From an optimization exercise on the open Yosys and OpenROAD flow, aimed at small area; shortcuts taken in it are not production practice. Only simulation tests tie the RTL to the original design; equivalence was not proved. No activity file was given, so power comes from the tool's default toggle rates.

==> v39: inputs <==
==> flow/design.v <==
module b1c_interleaver (
    input  wire clk,
    input  wire rst,
    input  wire in_valid,
    output wire in_ready,
    input  wire in_bit,
    output wire out_valid,
    input  wire out_ready,
    output wire out_bit
);
    localparam N = 1680;
    localparam [10:0] W47 = 11'd935, W70 = 11'd1879, W118 = 11'd188,
                      W166 = 11'd1036, W310 = 11'd1546, W1679 = 11'd1784;
    localparam [5:0]  COL47 = 6'd34;
    localparam [3:0]  GRP9 = 4'd9, GRP10 = 4'd2, GRP11 = 4'd5;
    reg [N-1:0] ring;
    reg [10:0]  wait_cnt;   
    reg [3:0]   grp;        
    reg [1:0]   pos;        
    reg [5:0]   col;
    reg         draining;   
    reg         buf_bit;    
    reg         full;
    wire [10:0] wait_step = {wait_cnt[9:0], ~(wait_cnt[10] ^ wait_cnt[8])};
    wire [5:0]  col_step  = {col[4:0], ~(col[5] ^ col[4])};
    wire [3:0]  grp_step  = {grp[2:0], ~(grp[3] ^ grp[2])};
    wire bypass = (grp == GRP10) && (pos == 2'd2);
    wire last   = (grp == 4'd0) && (pos == 2'd0) && (col == 6'd0);
    assign in_ready  = !full && (!draining || bypass);
    assign out_valid = draining && full;
    assign out_bit   = buf_bit;
    wire take  = in_valid && in_ready;
    wire give  = out_valid && out_ready;
    wire here  = (wait_cnt == 11'd0);
    wire write = !draining && full && here;
    wire read  = draining && here && !bypass && !(full && (last || !out_ready));
    always @(posedge clk)
        ring <= {ring[N-2:0], write ? buf_bit : ring[N-1]};
    always @(posedge clk) begin
        if (rst) begin
            wait_cnt <= 11'd0;
            grp      <= 4'd0;
            pos      <= 2'd0;
            col      <= 6'd0;
            draining <= 1'b0;
            full     <= 1'b0;
        end else begin
            if (take) begin
                buf_bit <= in_bit;
                full    <= 1'b1;
                if (draining) begin            
                    grp <= GRP11;
                    pos <= 2'd0;
                end
            end
            if (give) begin
                full <= 1'b0;
                if (last)
                    draining <= 1'b0;
            end
            if (write) begin
                full <= 1'b0;
                if (col == COL47) begin
                    col <= 6'd0;
                    if (pos == 2'd0) begin
                        pos      <= 2'd1;
                        wait_cnt <= W70;
                    end else if (pos == 2'd1) begin
                        if (grp == GRP11) begin
                            pos      <= 2'd2;
                            wait_cnt <= W70;
                        end else begin
                            pos      <= 2'd0;
                            grp      <= grp_step;
                            wait_cnt <= (grp == GRP10) ? W70 : W118;
                        end
                    end else if (grp == GRP11) begin
                        grp      <= 4'd0;
                        wait_cnt <= W166;
                    end else if (grp == GRP9) begin
                        grp      <= 4'd0;
                        pos      <= 2'd0;
                        draining <= 1'b1;
                        wait_cnt <= W310;
                    end else begin
                        grp      <= grp_step;
                        wait_cnt <= W166;
                    end
                end else begin
                    col      <= col_step;
                    wait_cnt <= W70;
                end
            end else if (read) begin
                buf_bit <= ring[N-1];
                full    <= 1'b1;
                if (pos == 2'd2) begin
                    pos <= 2'd0;
                    if (grp == GRP11) begin
                        grp <= 4'd0;
                        if (col == COL47) begin
                            col      <= 6'd0;
                            wait_cnt <= W70;
                        end else begin
                            col      <= col_step;
                            wait_cnt <= W118;
                        end
                    end else begin
                        grp      <= grp_step;
                        wait_cnt <= W47;
                    end
                end else begin
                    pos      <= pos + 2'd1;
                    wait_cnt <= W47;
                end
            end else begin
                wait_cnt <= here ? W1679 : wait_step;
            end
        end
    end
endmodule
==> flow/flow/run.sh <==
#!/bin/bash
# The standard layout (standard.sh: ORFS from synthesis to the final layout),
# with these changes only:
# - clock-tree synthesis: buf_4 clock buffers, sink clusters of at most 13
#   flip-flops within 40 um, and no dummy loads;
# - the port buffers (one on every input and output, as standard) are buf_1;
# - after clock-tree synthesis, gates with timing slack are downsized
#   (ORFS's power recovery, RECOVER_POWER).
set -euo pipefail
export CTS_ARGS="-sink_clustering_enable -repair_clock_nets -dont_use_dummy_load -buf_list {sky130_fd_sc_hd__buf_4} -sink_clustering_size 13 -sink_clustering_max_diameter 40"
export BUFFER_PORTS_ARGS="-buffer_cell sky130_fd_sc_hd__buf_1"
export RECOVER_POWER=100
bash standard.sh finish > standard_flow.log 2>&1
==> flow/standard.sh <==
#!/bin/bash
# synth_recipe.tcl (not shown) runs the flow's synth.tcl, then flattens the netlist and writes it again
# the make line also repeats each setting of config.mk as NAME=value (left out here)
make -C /OpenROAD-flow-scripts/flow DESIGN_CONFIG=/design/flow/config.mk WORK_HOME=/design/flow/orfs CLKGATE_MAP_FILE= SYNTH_SCRIPT=/design/flow/synth_recipe.tcl "${@:-finish}"
==> flow/config.mk <==
export PLATFORM = sky130hd
export DESIGN_NAME = b1c_interleaver
export DESIGN_NICKNAME = b1c_interleaver
export VERILOG_FILES = /design/flow/design.v
export SDC_FILE = /design/flow/constraint.sdc
export NUM_CORES = 4
export LEC_CHECK = 0
export CAP_MARGIN = 20
export CORE_MARGIN = 2
export CORE_UTILIZATION = 60
export PLACE_DENSITY = 0.7
export SLEW_MARGIN = 20
==> flow/constraint.sdc <==
create_clock -name core_clock -period 10.0 [get_ports {clk}]
set_input_delay 2.0000 -clock core_clock [delete_from_list [all_inputs] [get_ports {clk}]]
set_output_delay 2.0000 -clock core_clock [all_outputs]
set_load 0.01 [all_outputs]
==> v36: changes against v39 <==
==> flow/design.v, changed modules only <==
module b1c_interleaver (
    input  wire clk,
    input  wire rst,
    input  wire in_valid,
    output wire in_ready,
    input  wire in_bit,
    output wire out_valid,
    input  wire out_ready,
    output wire out_bit
);
    localparam N = 1728;
    reg [N-1:0] ring;
    reg [10:0]  wait_cnt;   
    reg [3:0]   grp;        
    reg [1:0]   pos;        
    reg [5:0]   col;
    reg         draining;   
    reg         buf_bit;    
    reg         full;
    assign in_ready  = !draining && !full;
    assign out_valid = draining && full;
    assign out_bit   = buf_bit;
    wire take  = in_valid && in_ready;
    wire give  = out_valid && out_ready;
    wire here  = (wait_cnt == 11'd0);
    wire last  = (grp == 4'd0) && (pos == 2'd0) && (col == 6'd0);
    wire write = !draining && full && here;
    wire read  = draining && here && !(full && (last || !out_ready));
    always @(posedge clk)
        ring <= {ring[N-2:0], write ? buf_bit : ring[N-1]};
    always @(posedge clk) begin
        if (rst) begin
            wait_cnt <= 11'd0;
            grp      <= 4'd0;
            pos      <= 2'd0;
            col      <= 6'd0;
            draining <= 1'b0;
            full     <= 1'b0;
        end else begin
            if (take) begin
                buf_bit <= in_bit;
                full    <= 1'b1;
            end
            if (give) begin
                full <= 1'b0;
                if (last)
                    draining <= 1'b0;
            end
            if (write) begin
                full <= 1'b0;
                if (col == 6'd47) begin
                    col <= 6'd0;
                    if (pos == 2'd0) begin
                        pos      <= 2'd1;
                        wait_cnt <= 11'd36;
                    end else if (pos == 2'd1) begin
                        if (grp == 4'd11) begin
                            pos      <= 2'd2;
                            wait_cnt <= 11'd36;
                        end else begin
                            pos      <= 2'd0;
                            grp      <= grp + 4'd1;
                            wait_cnt <= 11'd84;
                        end
                    end else if (grp == 4'd11) begin
                        grp      <= 4'd0;
                        wait_cnt <= 11'd132;
                    end else if (grp == 4'd10) begin
                        grp      <= 4'd0;
                        pos      <= 2'd0;
                        draining <= 1'b1;
                        wait_cnt <= 11'd180;
                    end else begin
                        grp      <= grp + 4'd1;
                        wait_cnt <= 11'd132;
                    end
                end else begin
                    col      <= col + 6'd1;
                    wait_cnt <= 11'd36;
                end
            end else if (read) begin
                buf_bit <= ring[N-1];
                full    <= 1'b1;
                if (pos == 2'd2) begin
                    pos <= 2'd0;
                    if (grp == 4'd11) begin
                        grp <= 4'd0;
                        if (col == 6'd47) begin
                            col      <= 6'd0;
                            wait_cnt <= 11'd36;
                        end else begin
                            col      <= col + 6'd1;
                            wait_cnt <= 11'd84;
                        end
                    end else begin
                        grp      <= grp + 4'd1;
                        wait_cnt <= 11'd47;
                    end
                end else begin
                    pos      <= pos + 2'd1;
                    wait_cnt <= 11'd47;
                end
            end else begin
                wait_cnt <= here ? N - 1 : wait_cnt - 11'd1;
            end
        end
    end
endmodule
==> flow/run.sh (new file) <==
#!/bin/bash
# synth_recipe.tcl (not shown) runs the flow's synth.tcl, then flattens the netlist and writes it again
# the make line also repeats each setting of config.mk as NAME=value (left out here)
make -C /OpenROAD-flow-scripts/flow DESIGN_CONFIG=/design/flow/config.mk WORK_HOME=/design/flow/orfs CLKGATE_MAP_FILE= SYNTH_SCRIPT=/design/flow/synth_recipe.tcl finish
--- a/flow/config.mk
+++ b/flow/config.mk
@@ -7,6 +7,7 @@
 export LEC_CHECK = 0
 export CAP_MARGIN = 20
 export CORE_MARGIN = 2
-export CORE_UTILIZATION = 60
-export PLACE_DENSITY = 0.7
+export CORE_UTILIZATION = 40
+export CTS_CLUSTER_DIAMETER = 100
+export CTS_CLUSTER_SIZE = 30
 export SLEW_MARGIN = 20
removed: flow/flow/run.sh
removed: flow/standard.sh
==> v12: changes against v39 <==
==> flow/run.sh (new file) <==
#!/bin/bash
# synth_recipe.tcl (not shown) runs the flow's synth.tcl, then flattens the netlist and writes it again
# the make line also repeats each setting of config.mk as NAME=value (left out here)
make -C /OpenROAD-flow-scripts/flow DESIGN_CONFIG=/design/flow/config.mk WORK_HOME=/design/flow/orfs CLKGATE_MAP_FILE= SYNTH_SCRIPT=/design/flow/synth_recipe.tcl finish
--- a/flow/config.mk
+++ b/flow/config.mk
@@ -7,6 +7,7 @@
 export LEC_CHECK = 0
 export CAP_MARGIN = 20
 export CORE_MARGIN = 2
-export CORE_UTILIZATION = 60
-export PLACE_DENSITY = 0.7
+export CORE_UTILIZATION = 40
+export CTS_CLUSTER_DIAMETER = 100
+export CTS_CLUSTER_SIZE = 30
 export SLEW_MARGIN = 20
removed: flow/flow/run.sh
removed: flow/standard.sh
==> summary.txt <==
- In v36 the worst hold slack is higher than in v39, by 0.060 ns.
- Area after synthesis is the same in v39 and v12.
- Of v12 and v36, v36 has the higher clock power (gap about 3%, measured against v36).
- Register-to-register slack: v36 < v39 < v12.
- Core utilization, highest first: v39, v12, v36.
- Sequential share of layout area: v36 < v12 < v39.
- Non-clock buffer count is the same in v36 and v39.
- Between v12 and v36, the lower combinational power is in v12 (gap about 40%, measured against v36).
- The highest first-iteration DRC count belongs to v36, the lowest to v39.

static timing again, ports no longer ideal:
No port has a modelled driver above. Below, the same layouts with a new extraction and two added sets of constraints. Step 1 sets driving cells, clkbuf_16 on the clock port and buf_2 on the other inputs (assumed; they add their load-dependent delay and slew). Step 2 adds t to the input delays and takes it off the output delays; t is the mean of the earliest and latest rising clock arrival at the registers after step 1. Input paths then give back, and output paths get back, about the clock's delay inside the block. Three values: no drivers, after step 1, after step 2; two values: the first two.
run | shift t [ns] | setup slack, ns | clock arrival spread, ns
v39 | 0.848 | 5.260 / 5.212 / 6.060 | 0.098 / 0.098
v36 | 0.673 | 5.726 / 5.665 / 5.994 | 0.026 / 0.027
v12 | 0.673 | 5.351 / 5.292 / 5.709 | 0.033 / 0.033
After both steps setup and hold are still met in every run listed.
